This is an optimization exercise on Yosys and OpenROAD, whose aim is small area, not a production implementation. In this exercise RTL edits were held to simulation tests only and were not proved equivalent to the original. Power is estimated from default activity; no workload was simulated.

Design umps_chardev, start of the top module:
module umps_chardev (
    input  wire        clk,
    input  wire        rst,           
    input  wire [7:0]  clock_rate,    
    input  wire        tick,          
    input  wire        req_valid,
    input  wire        req_write,
    input  wire [7:0]  req_addr,      
    input  wire [31:0] req_wdata,
    output reg         rvalid,
    output reg  [31:0] rdata,
    input  wire [15:0] working,       
    input  wire [7:0]  rx_valid,      
    input  wire [63:0] rx_data,
    output wire [7:0]  rx_ready,
    output reg  [7:0]  prn_valid,     
    output wire [63:0] prn_data,
    output reg  [7:0]  tx_valid,      
    output wire [63:0] tx_data,
    output wire [4:0]  ip             
);
    wire       do_write = req_valid & req_write;
    wire       do_read  = req_valid & ~req_write;
    wire       hit_prn  = req_addr[7:5] == 3'b011;    
    wire       hit_term = req_addr[7:5] == 3'b100;    
    wire [2:0] dev      = req_addr[4:2];
    wire [1:0] idx      = req_addr[1:0];
    wire [7:0] opcode   = req_wdata[7:0];
    wire       op_reset = opcode == 8'd0;
    wire       op_ack   = opcode == 8'd1;
    wire       op_char  = opcode == 8'd2;
    wire [31:0] wbus = rst ? 32'd0 : req_wdata;
    reg [63:0] tod;
    always @(posedge clk) begin
        if (rst)
            tod <= 64'd0;
        else
            tod <= tod + {63'd0, tick};
    end
    wire [16:0] now = tod[16:0];
    wire [16:0] cr      = {9'd0, clock_rate};
    wire [16:0] lat80   = cr * 17'd80;
    reg  [16:0] lat_m1;
    always @(*) begin
        case ({hit_term, op_char})
            2'b00:   lat_m1 = cr * 17'd40  - 17'd1;    
  ...
Size in the first run: about 5100 cells after synthesis, about 1600 flip-flops, ~330 I/O pins, about 0.071 mm2 of cells after synthesis.
==> flow/config.mk <==
export PLATFORM = sky130hd
export DESIGN_NAME = umps_chardev
export DESIGN_NICKNAME = umps_chardev
export VERILOG_FILES = /design/flow/design.v
export SDC_FILE = /design/flow/constraint.sdc
export NUM_CORES = 4
export LEC_CHECK = 0
export CAP_MARGIN = 20
export CORE_MARGIN = 2
export CORE_UTILIZATION = 55
export CTS_BUF_LIST = sky130_fd_sc_hd__clkbuf_8
export CTS_CLUSTER_DIAMETER = 60
export CTS_CLUSTER_SIZE = 14
export PLACE_DENSITY = 0.75
export SLEW_MARGIN = 20
==> flow/constraint.sdc <==
create_clock -name core_clock -period 10.0 [get_ports {clk}]
set_input_delay 2.0000 -clock core_clock [delete_from_list [all_inputs] [get_ports {clk}]]
set_output_delay 2.0000 -clock core_clock [all_outputs]
set_load 0.01 [all_outputs]
standard.sh (not shown) runs the stock make flow with config.mk's settings and CLKGATE_MAP_FILE= SYNTH_SCRIPT=/design/flow/synth_recipe.tcl, a recipe that flattens the netlist after the stock synthesis.
==> flow/flow/run.sh <==
#!/bin/bash
set -euo pipefail
bash standard.sh finish "BUFFER_PORTS_ARGS=-buffer_cell sky130_fd_sc_hd__buf_1" > flow_make.log 2>&1
Rerun with:
==> flow/flow/run.sh (replaced) <==
#!/bin/bash
set -euo pipefail
bash standard.sh finish \
  "BUFFER_PORTS_ARGS=-buffer_cell sky130_fd_sc_hd__buf_1" \
  "RECOVER_POWER=100" > flow_make.log 2>&1
Settings changed: CORE_UTILIZATION 55 to 40, PLACE_DENSITY 0.75 to default.
With this change the flow finished with capacitance limit, slew limit left.
Worst hold slack improves by 20 ps.
Wire length grows by a few percent.
Via count shrinks by a few percent.
Sequential power stays flat.
Sequential share of layout area shrinks by 0.35 points.
Utilization shrinks by 16 points.
Power grows slightly.
Clock power grows by a few percent.
Rerun with:
==> flow/flow/run.sh (replaced) <==
#!/bin/bash
set -euo pipefail
bash standard.sh finish "BUFFER_PORTS_ARGS=-buffer_cell sky130_fd_sc_hd__buf_1" > flow_make.log 2>&1
Settings changed: CORE_UTILIZATION 40 to 55, CTS_CLUSTER_DIAMETER 60 to 70, CTS_CLUSTER_SIZE 14 to 16, PLACE_DENSITY from default to 0.75.
Now the flow ran to the end with no violations.
Core utilization is higher by 16 points.
Register-to-register slack gets better by 920 ps.
Worst hold slack is worse by 17 ps.
Sequential share of layout area grows by 0.79 points.
Sequential power hardly moves.
Die area shrinks by about 27%.
Design area goes down by 1.3%.
Via count grows by 2.4%.
Rerun with:
Settings changed: CORE_UTILIZATION 55 to 65, CTS_CLUSTER_SIZE 16 to 15, PLACE_DENSITY 0.75 to 0.85.
After rerunning:
- The changed run finished with timing, DRC and antenna clean
- area after synthesis stays the same
- worst hold slack barely changes
- worst setup slack gets worse by 200 ps
- die area drops by about a fifth
- combinational power hardly moves
- final area is about the same
- fmax drops by a few percent
Rerun with:
==> flow/run.sh (new file) <==
#!/bin/bash
# synth_recipe.tcl (not shown) runs the flow's synth.tcl, then flattens the netlist and writes it again
# the make line also repeats each setting of config.mk as NAME=value (left out here)
make -C /OpenROAD-flow-scripts/flow DESIGN_CONFIG=/design/flow/config.mk WORK_HOME=/design/flow/orfs CLKGATE_MAP_FILE= SYNTH_SCRIPT=/design/flow/synth_recipe.tcl finish
Settings changed: CORE_UTILIZATION 65 to 40, CTS_CLUSTER_DIAMETER 70 to 60, CTS_CLUSTER_SIZE 15 to 14, PLACE_DENSITY 0.85 to default.
removed: flow/flow/run.sh
removed: flow/standard.sh
The new run went through all stages and came out clean. Flip-flop and latch count does not change. Critical path depth rises by 4. Cell count rises by about a fifth. Count of clock-buffer cells in the layout rises by 19. Clock skew rises by 25 ps. Die area rises by well over a third. Cell area rises by a few percent. Setup slack degrades by 9.2 ps. First-iteration DRC count falls by a quarter to a third. Hold slack improves by 18 ps. Via count falls by a few percent.


umps_chardev, a different RTL version from the one above (not shown whole).
Size: roughly 330 I/O pins, ~70,000 sq um of cells after synthesis.
==> flow/config.mk <==
export PLATFORM = sky130hd
export DESIGN_NAME = umps_chardev
export DESIGN_NICKNAME = umps_chardev
export VERILOG_FILES = /design/flow/design.v
export SDC_FILE = /design/flow/constraint.sdc
export NUM_CORES = 4
export LEC_CHECK = 0
export CAP_MARGIN = 20
export CORE_MARGIN = 2
export CORE_UTILIZATION = 55
export CTS_BUF_LIST = sky130_fd_sc_hd__clkbuf_8
export CTS_CLUSTER_DIAMETER = 60
export CTS_CLUSTER_SIZE = 14
export PLACE_DENSITY = 0.75
export SLEW_MARGIN = 20
==> flow/constraint.sdc <==
create_clock -name core_clock -period 10.0 [get_ports {clk}]
set_input_delay 2.0000 -clock core_clock [delete_from_list [all_inputs] [get_ports {clk}]]
set_output_delay 2.0000 -clock core_clock [all_outputs]
set_load 0.01 [all_outputs]
==> flow/flow/run.sh <==
#!/bin/bash
set -euo pipefail
bash standard.sh finish "BUFFER_PORTS_ARGS=-buffer_cell sky130_fd_sc_hd__buf_1" > flow_make.log 2>&1
The starting point produced a layout that fails on setup timing.
Next try:
- CORE_UTILIZATION: 55 -> 40
- PLACE_DENSITY: 0.75 -> default
The changed run finished but fails on setup timing.
Hold slack is better by 0.0081 ns.
Setup slack is worse by 0.041 ns.
Die area came out higher by 37%.
Combinational power came out lower by about 0.5%.
Power came out higher by 1.1%.
Sequential cell count is unchanged.
Count of clock-buffer cells in the layout came out higher by 6.


zinc:
umps_chardev, a different RTL version from the one above (not shown whole).
Size in the first run: about 1,600 flip-flops, ~330 I/O pins, roughly 0.070 mm2 of cells after synthesis.
## umps_chardev
module umps_chardev (
    input  wire        clk,
    input  wire        rst,           
    input  wire [7:0]  clock_rate,    
    input  wire        tick,          
    input  wire        req_valid,
    input  wire        req_write,
    input  wire [7:0]  req_addr,      
    input  wire [31:0] req_wdata,
    output reg         rvalid,
    output reg  [31:0] rdata,
    input  wire [15:0] working,       
    input  wire [7:0]  rx_valid,      
    input  wire [63:0] rx_data,
    output wire [7:0]  rx_ready,
    output reg  [7:0]  prn_valid,     
    output wire [63:0] prn_data,
    output reg  [7:0]  tx_valid,      
    output wire [63:0] tx_data,
    output wire [4:0]  ip             
);
Settings: LEC_CHECK=0, CAP_MARGIN=10, CORE_MARGIN=2, CORE_UTILIZATION=55, CTS_BUF_LIST=sky130_fd_sc_hd__clkbuf_8, CTS_CLUSTER_DIAMETER=70, CTS_CLUSTER_SIZE=15, PLACE_DENSITY=0.75, SLEW_MARGIN=20; clock period 10.0 ns.
Scripts as last shown in full above: flow/flow/run.sh
### zinc -> harbor
Settings: changing CAP_MARGIN from 10 to 20.
There was hardly any difference in combinational power between harbor and zinc. | setup slack | higher: zinc |. Per the comparison of harbor with zinc, complex-gate fraction of the synthesized area shows no meaningful change, number of buffers created by CTS rose by 2, non-clock buffer share of cell area stayed essentially flat. In the reports for zinc and harbor, the smaller maximum frequency belongs to harbor. Changes observed in harbor relative to zinc: sum of met2 wire segment lengths after detailed routing ~0 delta, power share of the clock group +0.2 points.


umps_chardev with an RTL version that a note above also has.
Size: about 5100 cells after synthesis, ~1600 flip-flops, roughly 330 I/O pins, about 71000 um2 of cells after synthesis.
## umps_chardev
module umps_chardev (
    input  wire        clk,
    input  wire        rst,           
    input  wire [7:0]  clock_rate,    
    input  wire        tick,          
    input  wire        req_valid,
    input  wire        req_write,
    input  wire [7:0]  req_addr,      
    input  wire [31:0] req_wdata,
    output reg         rvalid,
    output reg  [31:0] rdata,
    input  wire [15:0] working,       
    input  wire [7:0]  rx_valid,      
    input  wire [63:0] rx_data,
    output wire [7:0]  rx_ready,
    output reg  [7:0]  prn_valid,     
    output wire [63:0] prn_data,
    output reg  [7:0]  tx_valid,      
    output wire [63:0] tx_data,
    output wire [4:0]  ip             
);
==> flow/config.mk <==
export PLATFORM = sky130hd
export DESIGN_NAME = umps_chardev
export DESIGN_NICKNAME = umps_chardev
export VERILOG_FILES = /design/flow/design.v
export SDC_FILE = /design/flow/constraint.sdc
export NUM_CORES = 4
export LEC_CHECK = 0
export CAP_MARGIN = 20
export CORE_MARGIN = 2
export CORE_UTILIZATION = 40
export CTS_BUF_LIST = sky130_fd_sc_hd__clkbuf_8
export CTS_CLUSTER_DIAMETER = 60
export CTS_CLUSTER_SIZE = 14
export SLEW_MARGIN = 10
==> flow/constraint.sdc <==
create_clock -name core_clock -period 10.0 [get_ports {clk}]
set_input_delay 2.0000 -clock core_clock [delete_from_list [all_inputs] [get_ports {clk}]]
set_output_delay 2.0000 -clock core_clock [all_outputs]
set_load 0.01 [all_outputs]
Scripts as last shown in full above: flow/flow/run.sh
Next try:
CORE_UTILIZATION = 55   (was 40)
CTS_CLUSTER_DIAMETER = 70   (was 60)
CTS_CLUSTER_SIZE = 15   (was 14)
PLACE_DENSITY = 0.75   (was default)
SLEW_MARGIN = 20   (was 10)
What happened: The new run finished clean. Final cell count came out lower by 9.3%. Sequential share of layout area came out higher by 1.4 points. Routed wire length came out lower by 3.6%. Core utilization came out higher by 15 points. Power came out lower by 4.2%. Global-route usage came out higher by 11 points. Area after synthesis stays the same.

## port drivers added, routing unchanged
Ports are ideal in the flow. The routed layouts listed here were re-timed in OpenROAD.
Step 1 (the two cells are an assumption about what drives the block):
set clk [get_ports {clk}]
set_driving_cell -lib_cell sky130_fd_sc_hd__clkbuf_16 $clk
set_driving_cell -lib_cell sky130_fd_sc_hd__buf_2 [delete_from_list [all_inputs] $clk]
Step 2 moves the port delays by t, midway between the first and last clock arrival at a register: inputs arrive t later, outputs are due t later. That takes back most of the time a late clock gives input paths.
Slacks: ideal / step 1 / step 2; pairs: ideal / step 1.
| run | t, ns | slack for setup (ns) | hold slack, ns | worst register clock-pin slew, ns | cell pins on the clock port's net |
|---|---|---|---|---|---|
| the first run of note 1 | 1.041 | 2.659 / 2.722 / 1.681 | 0.487 / 0.487 / 0.487 | 0.10 / 0.10 | 1 |
| the second run of note 1 | 1.058 | 0.944 / 0.968 / -0.089 | 0.507 / 0.507 / 0.507 | 0.11 / 0.11 | 1 |
| the third run of note 1 | 1.022 | 2.631 / 2.693 / 1.671 | 0.491 / 0.491 / 0.491 | 0.12 / 0.12 | 1 |
| the fourth run of note 1 | 0.978 | 2.435 / 2.493 / 1.514 | 0.491 / 0.491 / 0.491 | 0.11 / 0.11 | 1 |
| the fifth run of note 1 | 1.074 | 2.426 / 2.491 / 1.417 | 0.509 / 0.509 / 0.509 | 0.11 / 0.11 | 1 |
| the first run of note 2 | 1.025 | -1.305 / -1.264 / -2.289 | 0.492 / 0.492 / 0.492 | 0.11 / 0.11 | 1 |
| the second run of note 2 | 1.067 | -1.346 / -1.311 / -2.377 | 0.501 / 0.501 / 0.501 | 0.11 / 0.11 | 1 |
| zinc | 1.016 | 2.669 / 2.708 / 1.692 | 0.476 / 0.476 / 0.476 | 0.12 / 0.12 | 1 |
| harbor | 0.994 | 2.582 / 2.625 / 1.630 | 0.457 / 0.457 / 0.457 | 0.11 / 0.11 | 1 |
| the first run of note 4 | 1.064 | 2.642 / 2.706 / 1.642 | 0.492 / 0.492 / 0.492 | 0.11 / 0.11 | 1 |
| the second run of note 4 | 1.024 | 2.695 / 2.759 / 1.735 | 0.497 / 0.497 / 0.497 | 0.11 / 0.11 | 1 |
For the second run of note 1, which loses most, drivers alone change the setup slack by +0.024 ns; drivers and shift together by -1.033 ns.
